Source: an optimization exercise on an open RTL-to-GDS flow (aim: small area). Production flows keep margins and buffers that such runs may drop.
Function was checked by simulation only, so behaviour that the tests miss may differ from the original.
Power and IR drop assume default switching activity.

[flow/config.mk]
export PLATFORM = sky130hd
export DESIGN_NAME = ptc_tx
export DESIGN_NICKNAME = ptc_tx
export VERILOG_FILES = /design/flow/design.v
export SDC_FILE = /design/flow/constraint.sdc
export NUM_CORES = 4
export LEC_CHECK = 0
export CAP_MARGIN = 20
export CORE_MARGIN = 2
export CORE_UTILIZATION = 40
export PLACE_DENSITY = 0.6
export SLEW_MARGIN = 20
[flow/constraint.sdc]
create_clock -name core_clock -period 10.0 [get_ports {clk}]
set_input_delay 2.0000 -clock core_clock [delete_from_list [all_inputs] [get_ports {clk}]]
set_output_delay 2.0000 -clock core_clock [all_outputs]
set_load 0.01 [all_outputs]
[flow/design.v]
module ptc_tx #(
    parameter integer CLK_PER_US = 4
) (
    input  wire        clk,
    input  wire        rst,
    input  wire        cmd_stb,
    input  wire [7:0]  cmd,
    input  wire [35:0] arg_a,
    input  wire [7:0]  arg_b,
    output wire        tx_busy,
    output wire        tx_wt4,
    output wire        tx_liv,
    output wire        tx_kop,
    output wire        tx_quh
);
    localparam integer PRE_W = (CLK_PER_US > 1) ? $clog2(CLK_PER_US) : 1;
    localparam [PRE_W-1:0] PRE_MAX = CLK_PER_US - 1;
    localparam [3:0] OP_SEND = 4'd8;
    localparam [2:0] P_WT4 = 3'd1, P_LIV = 3'd2, P_KOP = 3'd3, P_QUH = 3'd4;
    localparam [1:0] ST_SYNC = 2'd0, ST_BITS = 2'd1, ST_TERM = 2'd2, ST_DONE = 2'd3;
    reg         busy;
    reg  [2:0]  p;
    reg  [35:0] word;
    reg  [7:0]  frames_left;    
    reg  [5:0]  bidx;           
    reg         sub;            
    reg  [1:0]  st;
    reg  [4:1]  level;
    reg  [12:0] us_left;        
    reg  [PRE_W-1:0] pre;           
    reg [12:0] short_nom, long_nom, sync_nom;
    reg [5:0]  total;
    always @* begin
        case (p)
            P_WT4:   begin short_nom = 13'd1000; long_nom = 13'd2000; sync_nom = 13'd1000; total = 6'd32; end
            P_LIV:   begin short_nom = 13'd140;  long_nom = 13'd420;  sync_nom = 13'd1120; total = 6'd30; end
            P_KOP:   begin short_nom = 13'd120;  long_nom = 13'd360;  sync_nom = 13'd960;  total = 6'd24; end
            default: begin short_nom = 13'd350;  long_nom = 13'd1050; sync_nom = 13'd2800; total = 6'd36; end
        endcase
    end
    wire [2:0] c_pid = cmd[2:0];
    wire send_ok = cmd_stb && cmd[7:4] == OP_SEND && !cmd[3] &&
                   c_pid >= P_WT4 && c_pid <= P_QUH && !busy && arg_b != 8'd0;
    reg [35:0] new_word;
    reg [30:0] wt4_data;
    always @* begin
        wt4_data = {arg_a[31:28], arg_a[27:26], 3'b110, arg_a[22:16], arg_a[15:1]};
        case (c_pid)
            P_WT4:   new_word = {4'd0, wt4_data, ^wt4_data};
            P_LIV:   new_word = {6'd0, arg_a[29:0]};
            P_KOP:   new_word = {12'd0, arg_a[23:0]};
            default: new_word = arg_a;
        endcase
    end
    wire cur_bit = word[bidx];
    reg [12:0] seg_dur;
    reg        bit_last_seg;    
    always @* begin
        seg_dur      = short_nom;
        bit_last_seg = 1'b1;
        case (st)
            ST_SYNC: seg_dur = sync_nom;
            ST_TERM: seg_dur = short_nom;
            ST_BITS: begin
                case (p)
                    P_QUH: begin    
                        bit_last_seg = sub;
                        seg_dur = (sub && cur_bit) ? long_nom : short_nom;
                    end
                    P_KOP: begin    
                        bit_last_seg = sub;
                        seg_dur = (sub ^ cur_bit) ? long_nom : short_nom;
                    end
                    default: begin  
                        if (cur_bit == (p == P_LIV)) begin
                            bit_last_seg = 1'b1;
                            seg_dur = long_nom;
                        end else begin
                            bit_last_seg = sub;
                            seg_dur = short_nom;
                        end
                    end
                endcase
            end
            default: ;
        endcase
    end
    wire seg_done = busy && us_left == 13'd1 && pre == PRE_MAX;
    wire txstep   = seg_done;
    always @(posedge clk) begin
        if (rst) begin
            busy        <= 1'b0;
            p           <= 3'd0;
            word        <= 36'd0;
            frames_left <= 8'd0;
            bidx        <= 6'd0;
            sub         <= 1'b0;
            st          <= ST_DONE;
            level       <= 4'd0;
            us_left     <= 13'd0;
            pre         <= {PRE_W{1'b0}};
        end else if (send_ok) begin
            busy        <= 1'b1;
            p           <= c_pid;
            word        <= new_word;
            frames_left <= arg_b;
            level[c_pid] <= 1'b1;
            st          <= ST_BITS;
            sub         <= 1'b0;
            case (c_pid)
                P_WT4:   begin us_left <= 13'd1000; bidx <= 6'd31; end
                P_LIV:   begin us_left <= 13'd1120; bidx <= 6'd29; end
                P_KOP:   begin us_left <= 13'd960;  bidx <= 6'd23; end
                default: begin us_left <= 13'd2800; bidx <= 6'd35; end
            endcase
            pre <= {PRE_W{1'b0}};
        end else if (busy) begin
            if (txstep) begin
                if (st == ST_DONE) begin
                    level[p] <= 1'b0;
                    busy     <= 1'b0;
                end else begin
                    level[p] <= ~level[p];
                    us_left  <= seg_dur;
                    pre      <= {PRE_W{1'b0}};
                    case (st)
                        ST_SYNC: begin
                            st   <= ST_BITS;
                            bidx <= total - 6'd1;
                            sub  <= 1'b0;
                        end
                        ST_TERM: st <= ST_DONE;
                        default: begin
                            if (!bit_last_seg) begin
                                sub <= 1'b1;
                            end else if (bidx != 6'd0) begin
                                bidx <= bidx - 6'd1;
                                sub  <= 1'b0;
                            end else if (frames_left != 8'd1) begin
                                frames_left <= frames_left - 8'd1;
                                sub <= 1'b0;
                                if (p == P_WT4) begin
                                    st   <= ST_BITS;
                                    bidx <= total - 6'd1;
                                end else begin
                                    st <= ST_SYNC;
                                end
                            end else begin
                                frames_left <= 8'd0;
                                st <= level[p] ? ST_TERM : ST_DONE;
                            end
                        end
                    endcase
                end
            end else if (pre == PRE_MAX) begin
                pre     <= {PRE_W{1'b0}};
                us_left <= us_left - 13'd1;
            end else begin
                pre <= pre + 1'b1;
            end
        end
    end
    assign tx_busy = busy;
    assign tx_wt4  = level[1];
    assign tx_liv  = level[2];
    assign tx_kop  = level[3];
    assign tx_quh  = level[4];
endmodule
[flow/run.sh]
#!/bin/bash
# synth_recipe.tcl (not shown) runs the flow's synth.tcl, then flattens the netlist and writes it again
# the make line also repeats each setting of config.mk as NAME=value (left out here)
make -C /OpenROAD-flow-scripts/flow DESIGN_CONFIG=/design/flow/config.mk WORK_HOME=/design/flow/orfs CLKGATE_MAP_FILE= SYNTH_SCRIPT=/design/flow/synth_recipe.tcl finish
==> results.yml <==
run_status:
  outcome: "no timing/DRC/antenna violations"
flow_run:
  drv_cap: 0
sta:
  slew_viol_final: 0
  rsz0062_at_grt: "no"
  hold_violations: 0
  worst_pin_slew_ns: 0.842
  skew_ns: 0.00595
  fin_tns_setup_ns: 0
  fin_crit_ns: 5.50
  fmax_mhz: 182
  finalSetupViolCount: 0
  period_share_pct: 55.0
  relSlewSlack_pct: 43.5
global_route:
  grt_use_total_pct: 22.6
  antenna_found_initial: 0
  grt-ovfl-total: 0
  grt_pass1_wl_mm: 26.2
  grt_pass1_vias: 5246
  grt_max_degree: 69
hold_path:
  hp-start: "word[31]"
  hold_class: "reg -> reg"
route:
  vias: 5394
  routedWlPerCell_um: 17.6
  wl_mm: 16.1
  dr.pass1.iters: 7
  first_iter_violations: 392
  vias_per_cell: 5.90
  drc: 0
  drtAntennaViolNets: 0
cts:
  clkLatencyLatePin_ns: 0.35
  cts.repair.resized: 0
  root_buffer: "clkbuf_16"
  clk_pin_slew_ns: 0.06
  post-cts-setup-buffers: 0
  clock_sinks: 76
  cts_tree: "done"
  cts_buffers: 9
  htreeDepth: 3
  clockBufferDepth: 2
  hold_buffers: 0
pwr:
  pwr-share-comb_pct: 12.7
  internal_power_w: 0.000555
  peakVddDrop_mv: 0.0767
  powerDensity_mw_per_mm2: 117
  leakagePower_nw: 2.22
  power_switching_w: 0.000190
  pwr-share-clk_pct: 46.2
  netSwitchingFraction_pct: 25.5
  power.share.sequential_pct: 41.1
logic_synthesis:
  ys_types: 71
  syn_inst: 704
  syn_nets: 788
  synth_most_common_cell: "nand2_1"
  syn-cell-area_mm2: 0.00541
  synth_common_cells: "nand2_1, dfxtp_1, a21oi_1"
  syn_avg_cell_area_um2: 7.69
  async_flop_share_pct: 0
  ys_seq_area_share_pct: 28.1
  synth_ff_type: "dfxtp_1"
  synth_largest_area_cell: "dfxtp_1"
  synth_seq_cells: 76
  synth-edff-count: 0
  ys.warnings.count: 1
  synth_top_area_share_pct: 28.1
  synth.area.top_cells: "dfxtp_1, a21oi_1, nand2_1, ha_1, xnor2_1"
die:
  rows: 42
  io_pins: 60
  initial_core_util_pct: 40.9
  coreArea_mm2: 0.0132
  die_area_mm2: 0.0145
  dieHeight_um: 120
  die_w_um: 120
placement:
  dpl.hpwl_mm: 11.6
  placedCellCount: 898
  placed_area_mm2: 0.00608
  numPortBuffers: 59
  gp_congestion: 0.966
worst_setup_path:
  startpoint: "cmd[0]"
  cp.arrival_ns: 5.77
  cp-end-kind: "register"
  startpoint_type: "input port"
  path_max_fanout: 9
  path_class: "in -> reg"
  r2r-start: "p[0]"
  critPathRequiredTime_ns: 10.28
layout:
  syn2layout_area_growth_pct: 18.0
  fin_nets: 817
  drive_gt1_share_pct: 6.64
  layout.cells.non_filler: 914
  finalInstanceArea_mm2: 0.00639
  num_antenna_cells: 0
[cells by family after synthesis]
group	Yosys count	share of synthesized area, %
adder cells (fa/ha/maj)	30	6.89
AO/OA/AOI/OAI	178	21.3
flip-flops	76	28.1
multiplexers	17	5.27
AND/OR/NAND/NOR	293	26.6
XOR/XNOR	40	6.47
buffers and inverters	70	5.32
[layer usage]
| metal | wire length, µm | GRT usage [%] | share of wire [%] | up-vias |
|---|---|---|---|---|
| li1 | - | - | - | 2642 |
| met3 | 865 | 4.06 | 5.4 | 30 |
| met1 | 7240 | 28.9 | 45 | 2557 |
| met2 | 7550 | 37.8 | 47 | 165 |
| met5 | 0 | 0 | 0 | - |
| met4 | 423 | 8.65 | 2.6 | 0 |
[final cells by class]
type / count / area [µm²]
Timing Repair Buffer: 63 / 616
Sequential cell: 76 / 1520
Fill cell: 1352 / 6860
Clock buffer: 10 / 239
Inverter: 25 / 93.8
Clock inverter: 6 / 68.8
Tap cell: 176 / 220
Multi-Input combinational cell: 558 / 3630
[final timing paths]
check / slack [ns] / endpoint / depth (start not counted)
setup reg to reg: 6.09 / level[2] / 13
hold reg to reg: 0.45 / word[31] / 2
hold / removal: 0.45 / word[31] / 2
setup / recovery: 4.50 / level[2] / 13
[metrics by stage]
step / worst slack [ns] / hold slack, ns / util (%) / total power, W
finish: 4.50 / 0.451 / 48.2 / 0.000744
global route: 4.29 / 0.477 / 48.2 / 0.000767
detailed placement: 4.28 / 0.443 / 45.9 / 0.000407
CTS: 4.60 / 0.452 / 48.2 / 0.000749
floorplan: 5.39 / 0.427 / - / 0.000368
global placement: 4.47 / 0.435 / 45.9 / 0.000406
[sequential cells by signal (all words and copies together), names as in the netlist, 2 cells and up]
name	cells
st	2
pre	2
level	4
bidx	6
frames_left	8
word	36
us_left	13
p	3
[critical path: stages]
cell and delay (ns):
clkdlybuf4s50_1 0.64, inv_1 0.16, ha_1 0.25, ha_1 0.35, nand3_1 0.12, ha_1 0.31
nor4b_1 0.35, nand4b_1 0.13, a2111oi_0 0.77, nand2_1 0.16, o32ai_1 0.29, a22oi_1 0.13
nor2_1 0.09
[power groups by stage]
stage	clock network, W	registers (W)	logic, W
3_3_place_gp	0	0.000313	0.0000935
4_1_cts	0.000348	0.000306	0.0000949
6_report	0.000344	0.000306	0.0000945
5_1_grt	0.000360	0.000306	0.000101
2_1_floorplan	0	0.000312	0.0000561
3_5_place_dp	0	0.000313	0.0000943
[cell usage in the layout (no fill, tap or decap), types with 11 or more instances in the layout]
cell type        instances
nand2_1                 97
dfxtp_1                 76
a21oi_1                 73
nor2_1                  63
clkdlybuf4s50_1         58
nand3_1                 34
xnor2_1                 33
ha_1                    29
o21ai_0                 25
inv_1                   24
nor3_1                  19
nand4_1                 15
nor4_1                  11

-- port drivers added, routing unchanged --
The results above use ideal ports. As a check the final layout listed here was re-extracted and re-timed, cells and wires unchanged.
Step 1 (the two cells are an assumption about what drives the block):
set clk [get_ports {clk}]
set_driving_cell -lib_cell sky130_fd_sc_hd__clkbuf_16 $clk
set_driving_cell -lib_cell sky130_fd_sc_hd__buf_2 [delete_from_list [all_inputs] $clk]
Step 2 also shifts input and output timing later by t, the mid clock arrival at the registers, as if the neighbouring blocks saw the same clock.
Slacks: no drivers / after step 1 / after step 2; pairs: no drivers / after step 1.
t (ns): 0.389
setup WS [ns]: 4.504 / 4.525 / 4.136
worst setup path after step 2: input to register
worst data-port slew with drivers (ns): 0.04
After both steps setup and hold are still met in this run. For this run, drivers alone change the setup slack by +0.021 ns; drivers and shift together by -0.368 ns.
